This design comes from an exercise in tuning for small area and few clock cycles on the open sky130 flow, not from production work.
Only simulation tests tie the RTL to the original design; equivalence was not proved.
No activity file was given, so power comes from the tool's default toggle rates.

==> flow/design.v <==
module mcb_enc (
    input  wire        clk,
    input  wire        rst,
    input  wire        start,
    input  wire [1:0]  kind,       
    input  wire [7:0]  arg,
    input  wire [14:0] t_half,     
    input  wire [14:0] amp,        
    output wire        busy,
    output wire        smp_valid,
    input  wire        smp_ready,
    output wire [15:0] smp_data
);
    reg [6:0]  halves;     
    reg [14:0] scnt;       
    reg [9:0]  sh;         
    reg        pre, post;
    assign busy      = (halves != 7'd0);
    assign smp_valid = busy;
    wire cur_bit    = pre | sh[0];
    wire first_half = ~halves[0];
    wire high_level = cur_bit ^ first_half;
    wire [15:0] pa = {1'b0, amp};
    assign smp_data = post ? 16'd0 : (high_level ? pa : (~pa + 16'd1));
    wire [14:0] scnt1 = scnt + 15'd1;
    always @(posedge clk) begin
        if (rst) begin
            halves <= 7'd0;
        end else if (start) begin
            case (kind)
                2'd0:    halves <= 7'd64;
                2'd1:    halves <= 7'd2;
                2'd2:    halves <= 7'd20;
                default: halves <= 7'd4;
            endcase
        end else if (busy && smp_ready && scnt1 == t_half) begin
            halves <= halves - 7'd1;
        end
    end
    always @(posedge clk) begin
        if (start) begin
            scnt <= 15'd0;
            pre  <= (kind == 2'd0);
            post <= (kind == 2'd3);
            sh   <= (kind == 2'd2) ? {1'b1, arg, 1'b0} : {9'd0, arg[0]};
        end else if (busy && smp_ready) begin
            if (scnt1 == t_half) begin
                scnt <= 15'd0;
                if (!first_half) sh <= {1'b0, sh[9:1]};
            end else begin
                scnt <= scnt1;
            end
        end
    end
endmodule
module mcb_top (
    input  wire        clk,
    input  wire        rst,
    input  wire        cmd_valid,
    output wire        cmd_ready,
    input  wire [31:0] cmd_data,
    output wire        smp_valid,
    input  wire        smp_ready,
    output wire [15:0] smp_data,
    output reg         byte_valid,
    input  wire        byte_ready,
    output wire [7:0]  byte_data,
    output reg         rd_valid,
    input  wire        rd_ready,
    output reg  [31:0] rd_data,
    output wire        irq
);
    localparam [2:0] S_IDLE = 3'd0, S_ONSET = 3'd1, S_CLOCK = 3'd2, S_SYNC = 3'd3,
                     S_DATA = 3'd4, S_DONE = 3'd5, S_FAIL = 3'd6;
    localparam [1:0] LV_NONE = 2'd0, LV_L = 2'd1, LV_H = 2'd2;
    localparam [2:0] E_CONFIG = 3'd1, E_CLOCK = 3'd2, E_DESYNC = 3'd3,
                     E_FRAMING = 3'd4, E_CMD = 3'd5;
    localparam N_KEEP = 8;    
    reg [2:0]  dstate;
    reg [5:1]  errflags;      
    reg [2:0]  cause;
    reg [31:0] esmp, ebyte, cmdcnt;
    reg [14:0] enc_t, enc_a, minvol;
    reg [1:0]  ctrl;
    reg [31:0] smpcnt;
    reg [14:0] nf;            
    reg [15:0] thr;
    reg [14:0] clk_t;
    reg [31:0] bitcnt, bytecnt, skipcnt;
    reg        be;
    reg [14:0] mv;
    reg [1:0]  lvl;
    reg [17:0] cnt;           
    reg [15:0] ncnt;          
    reg        xs;
    reg [4:0]  bufn;
    reg        outl;
    reg        ph;
    reg [3:0]  nb;
    reg [9:0]  sh;
    reg        partial;
    reg [16:0] bq [0:N_KEEP-1];    
    reg [4:0]  rd_sel;
    wire       enc_busy;
    reg        enc_start;
    reg [1:0]  enc_kind;
    mcb_enc u_enc (
        .clk(clk), .rst(rst),
        .start(enc_start), .kind(enc_kind), .arg(cmd_data[7:0]),
        .t_half(enc_t), .amp(enc_a), .busy(enc_busy),
        .smp_valid(smp_valid), .smp_ready(smp_ready), .smp_data(smp_data)
    );
    assign cmd_ready = !enc_busy && (!rd_valid || rd_ready) && (!byte_valid || byte_ready);
    wire accept = cmd_valid && cmd_ready;
    assign irq = ctrl[1] && ((errflags != 5'd0) || dstate == S_DONE || dstate == S_FAIL);
    assign byte_data = sh[8:1];
    wire [31:0] w   = cmd_data;
    wire [7:0]  op  = w[31:24];
    wire [7:0]  a   = w[23:16];
    wire [15:0] imm = w[15:0];
    wire lo0 = (w[23:0] == 24'd0);
    wire c_nop    = (op == 8'h00) && lo0;
    wire c_srst   = (op == 8'h01) && lo0;
    wire c_wr     = (op == 8'h02);
    wire c_rd     = (op == 8'h03) && (imm == 16'd0);
    wire c_epre   = (op == 8'h10) && lo0;
    wire c_ebit   = (op == 8'h11) && (w[23:1] == 23'd0);
    wire c_ebyte  = (op == 8'h12) && (w[23:8] == 16'd0);
    wire c_epost  = (op == 8'h13) && lo0;
    wire c_dstart = (op == 8'h20) && lo0;
    wire c_dsmp   = (op == 8'h21) && (a == 8'h00);
    wire c_dend   = (op == 8'h22) && lo0;
    wire c_fsbit  = (op == 8'h23) && (w[23:1] == 23'd0);
    wire c_fsend  = (op == 8'h24) && lo0;
    wire c_enc    = c_epre | c_ebit | c_ebyte | c_epost;
    wire rd_mapped = (a[7:3] == 5'h00 && a[2:0] != 3'd7) ||
                     (a[7:2] == 6'h04) ||
                     (a[7:3] == 5'h04 && a[2:0] != 3'd7);
    always @* begin
        case (rd_sel)
            5'h00: rd_data = 32'h4D43_0100;
            5'h01: rd_data = {25'd0, be, (skipcnt != 32'd0), partial, (clk_t != 15'd0), dstate};
            5'h02: rd_data = {26'd0, errflags, 1'b0};
            5'h03: rd_data = {29'd0, cause};
            5'h04: rd_data = esmp;
            5'h05: rd_data = ebyte;
            5'h06: rd_data = cmdcnt;
            5'h08: rd_data = {17'd0, enc_t};
            5'h09: rd_data = {17'd0, enc_a};
            5'h0a: rd_data = {17'd0, minvol};
            5'h0b: rd_data = {30'd0, ctrl};
            5'h10: rd_data = smpcnt;
            5'h11: rd_data = {17'd0, nf};
            5'h12: rd_data = {16'd0, thr};
            5'h13: rd_data = {17'd0, clk_t};
            5'h14: rd_data = bitcnt;
            5'h15: rd_data = bytecnt;
            5'h16: rd_data = skipcnt;
            default: rd_data = 32'd0;
        endcase
    end
    function [31:0] sat_inc;
        input [31:0] v;
        sat_inc = (&v) ? v : v + 32'd1;
    endfunction
    reg [2:0]  n_dstate;
    reg [5:1]  n_errflags;
    reg [2:0]  n_cause;
    reg [31:0] n_esmp, n_ebyte, n_cmdcnt;
    reg [14:0] n_enc_t, n_enc_a, n_minvol;
    reg [1:0]  n_ctrl;
    reg [31:0] n_smpcnt;
    reg [14:0] n_nf, n_clk_t;
    reg [15:0] n_thr;
    reg [31:0] n_bitcnt, n_bytecnt, n_skipcnt;
    reg        n_be;
    reg [14:0] n_mv;
    reg [1:0]  n_lvl;
    reg [17:0] n_cnt;
    reg [15:0] n_ncnt;
    reg        n_xs;
    reg [4:0]  n_bufn;
    reg        n_outl;
    reg        n_ph;
    reg [3:0]  n_nb;
    reg [9:0]  n_sh;
    reg        n_partial;
    reg [16:0] n_bq [0:N_KEEP-1];
    reg        n_byte_valid, n_rd_valid;
    reg [4:0]  n_rd_sel;
    reg        n_reset;
    reg        raise_en;
    reg [2:0]  raise_code;
    reg [15:0] s;
    reg [16:0] mag;
    reg [16:0] thr17, nf2;
    reg [1:0]  cls;
    reg [16:0] d17;
    reg [17:0] d;
    reg [16:0] med;
    reg [17:0] diff;
    reg        consistent, do_insert, do_restart;
    reg [N_KEEP-1:0] gt;
    reg [16:0] lock_m;
    reg        lng, bitv, smp_done, push_en, push_b, finish_en, desync_en;
    reg [16:0] t2;
    reg [17:0] t3;
    reg [18:0] t5;
    reg [18:0] d2, c2;
    reg [32:0] ebsum;
    integer    i;
    always @* begin
        n_dstate   = dstate;   n_errflags = errflags; n_cause  = cause;
        n_esmp     = esmp;     n_ebyte    = ebyte;    n_cmdcnt = cmdcnt;
        n_enc_t    = enc_t;    n_enc_a    = enc_a;    n_minvol = minvol;
        n_ctrl     = ctrl;     n_smpcnt   = smpcnt;
        n_nf       = nf;       n_thr      = thr;      n_clk_t  = clk_t;
        n_bitcnt   = bitcnt;   n_bytecnt  = bytecnt;  n_skipcnt = skipcnt;
        n_be       = be;       n_mv       = mv;
        n_lvl      = lvl;      n_cnt      = cnt;      n_ncnt   = ncnt;
        n_xs       = xs;       n_bufn     = bufn;     n_outl   = outl;
        n_ph       = ph;       n_nb       = nb;       n_sh     = sh;
        n_partial  = partial;
        for (i = 0; i < N_KEEP; i = i + 1) n_bq[i] = bq[i];
        n_byte_valid = byte_valid && !byte_ready;
        n_rd_valid   = rd_valid && !rd_ready;
        n_rd_sel     = rd_sel;
        n_reset      = 1'b0;
        enc_start    = 1'b0;
        enc_kind     = c_epre ? 2'd0 : c_ebit ? 2'd1 : c_ebyte ? 2'd2 : 2'd3;
        raise_en = 1'b0; raise_code = 3'd0;
        s = imm;
        mag = s[15] ? ({1'b0, ~s} + 17'd1) : {1'b0, s};
        nf2 = {1'b0, nf, 1'b0};
        cls = LV_NONE; d = {1'b0, cnt[16:0]}; d17 = cnt[16:0];
        med = 17'd0; diff = 18'd0;
        consistent = 1'b0; do_insert = 1'b0; do_restart = 1'b0; lock_m = 17'd0;
        lng = 1'b0; bitv = 1'b0; smp_done = 1'b0;
        push_en = 1'b0; push_b = 1'b0; finish_en = 1'b0; desync_en = 1'b0;
        gt = {N_KEEP{1'b0}};
        thr17 = {1'b0, thr};
        t2 = {1'b0, clk_t, 1'b0};
        t3 = {3'b0, clk_t} + {2'b0, clk_t, 1'b0};
        t5 = {4'b0, clk_t} + {2'b0, clk_t, 2'b0};
        d2 = 19'd0; c2 = 19'd0;
        ebsum = 33'd0;
        if (accept) begin
            n_cmdcnt = sat_inc(cmdcnt);
            if (c_nop) begin
            end else if (c_srst) begin
                n_reset = 1'b1;
            end else if (c_wr) begin
                case (a)
                    8'h10: if (imm[15] == 1'b0 && imm != 16'd0) n_enc_t = imm[14:0];
                           else raise_en = 1'b1;
                    8'h11: if (imm[15] == 1'b0 && imm != 16'd0) n_enc_a = imm[14:0];
                           else raise_en = 1'b1;
                    8'h12: if (imm[15] == 1'b0 && imm != 16'd0) n_minvol = imm[14:0];
                           else raise_en = 1'b1;
                    8'h13: n_ctrl = imm[1:0];
                    8'h02: n_errflags = errflags & ~imm[5:1];
                    default: begin raise_en = 1'b1; raise_code = E_CMD; end
                endcase
                if (raise_en && raise_code == 3'd0) raise_code = E_CONFIG;
            end else if (c_rd) begin
                n_rd_valid = 1'b1;
                n_rd_sel   = rd_mapped ? {a[5:4], a[2:0]} : 5'h07;
                if (!rd_mapped) begin raise_en = 1'b1; raise_code = E_CMD; end
            end else if (c_enc) begin
                if (enc_t == 15'd0) begin
                    raise_en = 1'b1; raise_code = E_CONFIG;
                end else begin
                    enc_start = 1'b1;
                end
            end else if (c_dstart) begin
                n_smpcnt = 32'd0; n_nf = 15'd0; n_thr = 16'd0; n_clk_t = 15'd0;
                n_bitcnt = 32'd0; n_bytecnt = 32'd0; n_skipcnt = 32'd0;
                n_lvl = LV_NONE; n_cnt = 18'd0; n_ncnt = 16'd0; n_xs = 1'b0;
                n_bufn = 5'd0; n_outl = 1'b0; n_ph = 1'b0; n_nb = 4'd0; n_partial = 1'b0;
                n_errflags = errflags & 5'b10001;
                n_be = ctrl[0];
                n_mv = minvol;
                n_dstate = S_ONSET;
            end else if (c_dsmp) begin
                if (dstate == S_IDLE) begin
                    raise_en = 1'b1; raise_code = E_CMD;
                end else if (dstate == S_DONE || dstate == S_FAIL) begin
                end else if ((dstate == S_ONSET || dstate == S_CLOCK) && (smpcnt[31:16] != 16'd0)) begin
                    raise_en = 1'b1; raise_code = E_CLOCK;
                    n_dstate = S_FAIL;
                end else begin
                    if (dstate == S_ONSET) begin
                        if (mag < {2'b0, mv}) begin
                            if (mag[14:0] > nf) n_nf = mag[14:0];
                        end else begin
                            thr17 = (nf2 > {2'b0, mv}) ? nf2 : {2'b0, mv};
                            n_thr = thr17[15:0];
                            n_dstate = S_CLOCK;
                        end
                    end
                    if (mag >= thr17) cls = s[15] ? LV_L : LV_H;
                    else              cls = LV_NONE;
                    if (n_dstate == S_CLOCK) begin
                        if (cls == LV_NONE) begin
                            if (lvl != LV_NONE) n_cnt = cnt + 18'd1;
                        end else if (lvl == LV_NONE) begin
                            n_lvl = cls; n_cnt = 18'd1;
                        end else if (cls == lvl) begin
                            n_cnt = cnt + 18'd1;
                        end else begin
                            n_lvl = cls; n_cnt = 18'd1;
                            if (!xs) begin
                                n_xs = 1'b1;
                            end else begin
                                if (bufn == 5'd0) begin
                                    do_restart = 1'b1;
                                end else begin
                                    med = bq[(bufn - 5'd1) >> 1];
                                    diff = (d17 >= med) ? ({1'b0, d17} - {1'b0, med}) : ({1'b0, med} - {1'b0, d17});
                                    consistent = ({diff, 1'b0} <= {2'b0, med});
                                    if (consistent)   do_insert = 1'b1;
                                    else if (outl)    do_restart = 1'b1;
                                    else              n_outl = 1'b1;
                                end
                                if (do_restart) begin
                                    n_bq[0] = d17; n_bufn = 5'd1; n_outl = 1'b0;
                                end
                                if (do_insert) begin
                                    for (i = 0; i < N_KEEP; i = i + 1)
                                        gt[i] = (i >= bufn) || (bq[i] > d17);
                                    for (i = 0; i < N_KEEP; i = i + 1) begin
                                        if (gt[i]) begin
                                            if (i > 0 && gt[(i > 0) ? i - 1 : 0]) n_bq[i] = bq[(i > 0) ? i - 1 : 0];
                                            else                                  n_bq[i] = d17;
                                        end
                                    end
                                    n_bufn = bufn + 5'd1; n_outl = 1'b0;
                                end
                                if (n_bufn == 5'd16) begin
                                    lock_m = n_bq[7];
                                    if (lock_m != 17'd0 && lock_m[16:15] == 2'b00) begin
                                        n_clk_t  = lock_m[14:0];
                                        n_dstate = S_SYNC;
                                        n_ncnt   = 16'd0;
                                    end else begin
                                        n_bufn = 5'd0; n_outl = 1'b0;
                                    end
                                end
                            end
                        end
                    end else if (dstate == S_SYNC || dstate == S_DATA) begin
                        if (cls == LV_NONE) begin
                            n_ncnt = ncnt + 16'd1;
                            n_cnt  = cnt + 18'd1;
                            if ({1'b0, n_ncnt} > t2) finish_en = 1'b1;
                        end else if (cls == lvl) begin
                            n_ncnt = 16'd0;
                            n_cnt  = cnt + 18'd1;
                            c2 = {n_cnt, 1'b0};
                            if (c2 > t5) desync_en = 1'b1;
                        end else begin
                            n_ncnt = 16'd0; n_lvl = cls; n_cnt = 18'd1;
                            d2 = {cnt, 1'b0};
                            if (d2 < {4'b0, clk_t} || d2 > t5) begin
                                desync_en = 1'b1;
                            end else begin
                                lng  = (d2 >= {1'b0, t3});
                                bitv = (cls == LV_H);
                                if (dstate == S_SYNC) begin
                                    if (lng) begin
                                        n_dstate = S_DATA; n_ph = 1'b0;
                                        push_en = 1'b1; push_b = bitv;
                                    end
                                end else if (ph == 1'b0) begin
                                    if (lng) begin push_en = 1'b1; push_b = bitv; end
                                    else n_ph = 1'b1;
                                end else begin
                                    if (lng) desync_en = 1'b1;
                                    else begin n_ph = 1'b0; push_en = 1'b1; push_b = bitv; end
                                end
                            end
                        end
                        if (push_en) n_bitcnt = sat_inc(bitcnt);
                    end
                    smp_done = 1'b1;
                end
            end else if (c_dend) begin
                if (dstate == S_IDLE) begin
                    raise_en = 1'b1; raise_code = E_CMD;
                end else if (dstate == S_ONSET || dstate == S_CLOCK) begin
                    raise_en = 1'b1; raise_code = E_CLOCK;
                    n_dstate = S_FAIL;
                end else if (dstate == S_SYNC || dstate == S_DATA)
                    finish_en = 1'b1;
            end else if (c_fsbit) begin
                if (dstate == S_IDLE) begin
                    raise_en = 1'b1; raise_code = E_CMD;
                end else if (dstate != S_DONE && dstate != S_FAIL) begin
                    push_en = 1'b1; push_b = w[0];
                end
            end else if (c_fsend) begin
                if (dstate == S_IDLE) begin
                    raise_en = 1'b1; raise_code = E_CMD;
                end else if (dstate != S_DONE && dstate != S_FAIL)
                    finish_en = 1'b1;
            end else begin
                raise_en = 1'b1; raise_code = E_CMD;
            end
            if (push_en) begin
                n_sh[nb] = push_b;
                if (nb == 4'd9) begin
                    n_nb = 4'd0;
                    if (sh[0] == 1'b0 && push_b == 1'b1) begin
                        n_byte_valid = 1'b1;
                        n_bytecnt    = sat_inc(bytecnt);
                    end else begin
                        raise_en = 1'b1; raise_code = E_FRAMING;
                        if (be) begin
                            n_skipcnt = sat_inc(skipcnt); n_partial = 1'b1;
                        end else begin
                            n_dstate = S_FAIL;
                        end
                    end
                end else begin
                    n_nb = nb + 4'd1;
                end
            end
            if (finish_en) begin
                if (nb != 4'd0) begin
                    n_nb = 4'd0;
                    raise_en = 1'b1; raise_code = E_FRAMING;
                    if (be) begin
                        n_skipcnt = sat_inc(skipcnt); n_partial = 1'b1; n_dstate = S_DONE;
                    end else begin
                        n_dstate = S_FAIL;
                    end
                end else begin
                    n_dstate = S_DONE;
                end
            end
            if (desync_en) begin
                raise_en = 1'b1; raise_code = E_DESYNC;
                if (be && bytecnt != 32'd0) begin
                    n_partial = 1'b1; n_dstate = S_DONE;
                end else begin
                    n_dstate = S_FAIL;
                end
            end
            if (smp_done) n_smpcnt = sat_inc(smpcnt);
            if (raise_en) begin
                n_errflags[raise_code] = 1'b1;
                n_cause    = raise_code;
                n_esmp     = smpcnt;
                ebsum      = {1'b0, bytecnt} + {1'b0, skipcnt};
                n_ebyte    = ebsum[32] ? 32'hFFFF_FFFF : ebsum[31:0];
            end
        end
    end
    always @(posedge clk) begin
        if (rst || n_reset) begin
            dstate <= S_IDLE; errflags <= 5'd0; cause <= 3'd0;
            esmp <= 32'd0; ebyte <= 32'd0; cmdcnt <= 32'd0;
            enc_t <= 15'd0; enc_a <= 15'd24576; minvol <= 15'd2048; ctrl <= 2'd0;
            smpcnt <= 32'd0; nf <= 15'd0; thr <= 16'd0; clk_t <= 15'd0;
            bitcnt <= 32'd0; bytecnt <= 32'd0; skipcnt <= 32'd0;
            be <= 1'b0; mv <= 15'd0; lvl <= LV_NONE; cnt <= 18'd0; ncnt <= 16'd0;
            xs <= 1'b0; bufn <= 5'd0; outl <= 1'b0; ph <= 1'b0; nb <= 4'd0; partial <= 1'b0;
        end else begin
            dstate <= n_dstate; errflags <= n_errflags; cause <= n_cause;
            esmp <= n_esmp; ebyte <= n_ebyte; cmdcnt <= n_cmdcnt;
            enc_t <= n_enc_t; enc_a <= n_enc_a; minvol <= n_minvol; ctrl <= n_ctrl;
            smpcnt <= n_smpcnt; nf <= n_nf; thr <= n_thr; clk_t <= n_clk_t;
            bitcnt <= n_bitcnt; bytecnt <= n_bytecnt; skipcnt <= n_skipcnt;
            be <= n_be; mv <= n_mv; lvl <= n_lvl; cnt <= n_cnt; ncnt <= n_ncnt;
            xs <= n_xs; bufn <= n_bufn; outl <= n_outl; ph <= n_ph; nb <= n_nb; partial <= n_partial;
        end
    end
    always @(posedge clk) begin
        if (rst) begin
            byte_valid <= 1'b0;
            rd_valid   <= 1'b0;
        end else begin
            byte_valid <= n_byte_valid;
            rd_valid   <= n_rd_valid;
        end
        rd_sel <= n_rd_sel;
    end
    always @(posedge clk) begin
        for (i = 0; i < N_KEEP; i = i + 1) bq[i] <= n_bq[i];
        sh <= n_sh;
    end
endmodule
==> flow/run.sh <==
#!/bin/bash
# synth_recipe.tcl (not shown) runs the flow's synth.tcl, then flattens the netlist and writes it again
# the make line also repeats each setting of config.mk as NAME=value (left out here)
make -C /OpenROAD-flow-scripts/flow DESIGN_CONFIG=/design/flow/config.mk WORK_HOME=/design/flow/orfs CLKGATE_MAP_FILE= SYNTH_SCRIPT=/design/flow/synth_recipe.tcl finish
==> flow/config.mk <==
export PLATFORM = sky130hd
export DESIGN_NAME = mcb_top
export DESIGN_NICKNAME = mcb_top
export VERILOG_FILES = /design/flow/design.v
export SDC_FILE = /design/flow/constraint.sdc
export NUM_CORES = 4
export LEC_CHECK = 0
export CAP_MARGIN = 20
export CORE_MARGIN = 2
export CORE_UTILIZATION = 40
export SLEW_MARGIN = 20
==> flow/constraint.sdc <==
create_clock -name core_clock -period 16.0 [get_ports {clk}]
set_input_delay 3.2000 -clock core_clock [delete_from_list [all_inputs] [get_ports {clk}]]
set_output_delay 3.2000 -clock core_clock [all_outputs]
set_load 0.01 [all_outputs]
==> summary.txt <==
Register-to-Register Setup Slack 5.12 ns; Resize count post-CTS 0; Worst Path Arrival 12.51 ns; measured slew at the worst slew-check pin 1.19 ns; pin count of the biggest net entering global routing 123; skew final 0.0418 ns; crit path kind primary input to flip-flop; TritonCTS Buffers 69; peak supply drop 0.0870 mV; I/O pins 99; post-synthesis adder-cell area fraction 12.5%; max_cap viols 0; GR Util All Layers 27.5%; Layout Nets 5656; CP startpoint kind primary input; setup TNS 0 ns; CTS tree yes; Critical path destination ebyte[0]$_SDFFE_PP0P_; detailed-route DRC error count 0; crit share post-route 75.1%; CTS max path bufs 3; Worst setup startpoint cmd_data[5]; Fin. Hold Viols 0; library cells used by synthesis 112; clock-pin slew on the worst setup and hold paths 0.05 ns; DR WL/cell 23.6 µm; hold crit path type flip-flop to flip-flop; Antenna diodes 0; most used flip-flop cell after synthesis dfxtp_1; share of cells above drive strength 1 7.61%; YS warnings 4; clock insertion delay at the later pin of the skew report 0.65 ns; Crit. End Element flip-flop; core box area 0.107 mm²; Simple-Gate Fraction of Synth Area 21.8%; Routed WL 157000 µm; Crit path required time 16.50 ns; non-filler instance count after layout 6648; Pre-antenna DRT Iters 9; RSZ-0062 raised after global routing no; initial antenna violation count 9; Final min period 12.01 ns; Crit Reg-Reg Startpoint bufn[1]$_SDFFE_PP0P_; Mapped Avg Cell Area 8.25 µm²; Post-Syn Area 0.0431 mm²; Synth area leader dfxtp_1; synth top area cells dfxtp_1 19%, ha_1 12%, edfxtp_1 11%, a21oi_1 5.2%, nand2_1 4.9%; antenna-violating nets left 0; Placed Instances 6524; first-pass GRT wire length 238000 µm; Worst slew margin 21.0%; vias in the first global route 38116; Achievable Freq 83.3 MHz; Multi-input gate area 0.0282 mm²; starting density of the core 40.3%; Setup WS pre-CTS 3.65 ns; Core Rows 120; post-synthesis sequential area ratio 30.7%; Post-Synth XOR/XNOR Area 4.86%; largest family of logic cells by synthesized area simple AND/OR/NAND/NOR gates; Max FO, Critical Path 72; die area 0.110 mm²; Area Overhead vs Synth 11.0%; Final Setup Violations 0; Reg area 0.0132 mm²; r2r endpoint ncnt[0]$_SDFFE_PP0P_; Reg2Reg Depth 30; Post-CTS Repair Setup Buffers 0; via count 40935; leakage 17.8 nW; root buffer cell clkbuf_16; Power Density 69.9 mW/mm²; Synth top area share 19.4%; Mapped Cells 5223; setup ws final 3.99 ns; Port-buffer cells 98; H-tree levels 3; Die X 332 µm; grt ovf 0; Syn Nets 5687; chip height 332 µm; status no timing/DRC/antenna violations; clk sinks 579; hold buffer count at CTS 0; mux contribution to synthesized area 4.31%; dpl hpwl 118000 µm; EDFF count, synth 162; Async SR Flop Fraction 0%; Iteration-0 DRC Markers 4146; drt via density 6.16; Compound-Gate Fraction of Synth Area 21.6%; Yosys reg bits 579; max-slew violations 0; gp weighted congestion 0.930; fill count 10624
[where the power goes]
part           switching, mW  internal [mW]
clock network          0.692          0.960
registers             0.0115           1.51
logic                  0.117         0.0561
[sequential cells by signal (all words and copies together) (netlist names), 7 cells and up]
name          cells
smpcnt           32
bitcnt           32
minvol           15
bq              136
sh                9
u_enc.halves      7
thr              16
clk_t            15
bytecnt          32
skipcnt          32
esmp             32
cnt              18
ncnt             16
ebyte            32
enc_a            15
u_enc.sh         10
enc_t            15
cmdcnt           32
u_enc.scnt       15
nf               15
mv               15
[cell usage after synthesis, types with 13 or more instances]
cell      number
a211oi_1      46
a21o_1        94
a21oi_1      449
a221o_1       13
a221oi_1      54
a22o_1        73
a22oi_1       66
a31oi_1       41
and2_1        32
and3_1        58
and4_1        25
buf_1         31
buf_2         29
clkbuf_1     230
dfxtp_1      417
edfxtp_1     162
ha_1         421
inv_1        164
mux2_2        86
mux2i_1       84
nand2_1      564
nand2b_1      52
nand3_1      220
nand3b_1      20
nand4_1      163
nor2_1       383
nor2b_1       43
nor3_1        79
nor4_1        80
o211ai_1      32
o21a_1        51
o21ai_0      343
o21bai_1      15
o31ai_1       30
or2_2         22
or3_1         68
or4_1         17
xnor2_1      123
xor2_1       111
[metrics by stage]
step                      cell area (µm²)  utilization (%)  total power [mW]  hold slack (ns)
after global placement              45500             42.6              1.72            0.437
final                               47800             44.7              3.34            0.452
after CTS                           47800             44.7              3.36            0.454
after detailed placement            45500             42.6              1.72            0.447
after global routing                47800             44.7              3.43            0.470
after floorplan                     43100                -              1.66            0.428
[worst min path at each step]
stage | end | slack [ns] | start | depth (start not counted)
2_1_floorplan | esmp[2]$_SDFFE_PP0P_ | 0.43 | esmp[2]$_SDFFE_PP0P_ | 2
3_3_place_gp | esmp[2]$_SDFFE_PP0P_ | 0.44 | esmp[2]$_SDFFE_PP0P_ | 2
3_5_place_dp | outl$_SDFFE_PP0P_ | 0.45 | outl$_SDFFE_PP0P_ | 2
4_1_cts | outl$_SDFFE_PP0P_ | 0.45 | outl$_SDFFE_PP0P_ | 2
5_1_grt | esmp[19]$_SDFFE_PP0P_ | 0.47 | esmp[19]$_SDFFE_PP0P_ | 2
6_report | outl$_SDFFE_PP0P_ | 0.45 | outl$_SDFFE_PP0P_ | 2
[cell type report]
class	instances	area share (%)
Timing Repair Buffer	199	3.66
Multi-Input combinational cell	4175	58.9
Inverter	168	1.32
Sequential cell	579	27.6
Clock buffer	91	4.00
Clock inverter	33	0.827
Tap cell	1403	3.67
[layout by cell type (no fill, tap or decap), drive strengths merged, types with 59 or more instances in the layout]
cell type	n
and3	59
xor2	111
a21oi	449
xnor2	123
nand4	163
clkbuf	91
mux2	86
inv	169
nor3	84
dfxtp	417
o21ai	357
edfxtp	162
or3	68
a22oi	66
clkdlybuf4s50	98
a21o	94
nor4	82
nand2	565
nor2	385
ha	421
mux2i	84
buf	101
nand3	222
a22o	73
[layer usage]
metal	GRT usage (%)	wire length [µm]	vias up
li1	-	-	19319
met1	37.1	67900	19671
met2	43.8	70200	1627
met3	4.42	12100	314
met4	11.0	6790	4
met5	0	27	-
[worst max-delay path, stage by stage]
cell	delay, ns
clkdlybuf4s50_1	0.67
nor4_1	0.45
and3_1	0.36
and2_1	0.23
nand2b_1	0.14
xnor2_1	0.24
ha_1	0.33
a2111oi_0	0.52
o211ai_1	0.16
a21oi_1	0.18
o21a_1	0.35
or2_2	0.57
nor2_1	0.10
a21oi_1	0.16
ha_1	0.30
a2111oi_0	0.43
o21ai_0	0.20
a22oi_1	0.58
nand2_1	0.42
a211o_1	0.36
o21a_4	0.23
o21ai_0	0.29
o41a_4	0.41
buf_4	0.65
nor3b_4	0.30
buf_4	0.38
a21oi_1	0.13
[cell families (layout without fill, tap and decap cells)]
| group | Yosys count | after routing |
|---|---|---|
| and+or+nand+nor | 1888 | 1888 |
| AOI/OAI and AO/OA | 1453 | 1453 |
| DFF | 579 | 579 |
| buffers and inverters | 469 | 491 |
| adders and majority gates | 426 | 426 |
| xor gates and xnor gates | 236 | 236 |
| muxes | 172 | 172 |
Testbench counts, summed over its fixed seeds: cycles 124,112.

[static timing again, ports no longer ideal]
In the flow no input, the clock included, has a driving cell. The finished layout below was timed again as built, in two steps. Step 1, drivers: a clkbuf_16 drives clk and a buf_2 each remaining input, both assumed. Step 2 adds t to the input delays and takes it off the output delays; t is the mean of the earliest and latest rising clock arrival at the registers after step 1. Input paths then give back, and output paths get back, about the clock's delay inside the block. Three values: no drivers, after step 1, after step 2; two values: the first two.
t (ns): 0.701
slack for setup (ns): 3.989 / 4.040 / 3.339
hold WS [ns]: 0.452 / 0.452 / 0.452
worst setup path after step 2: input to register
worst register clock-pin slew, ns: 0.07 / 0.07
After both steps this run still meets setup and hold. The setup slack of this run moves by +0.051 ns with the drivers and by -0.650 ns with both steps.
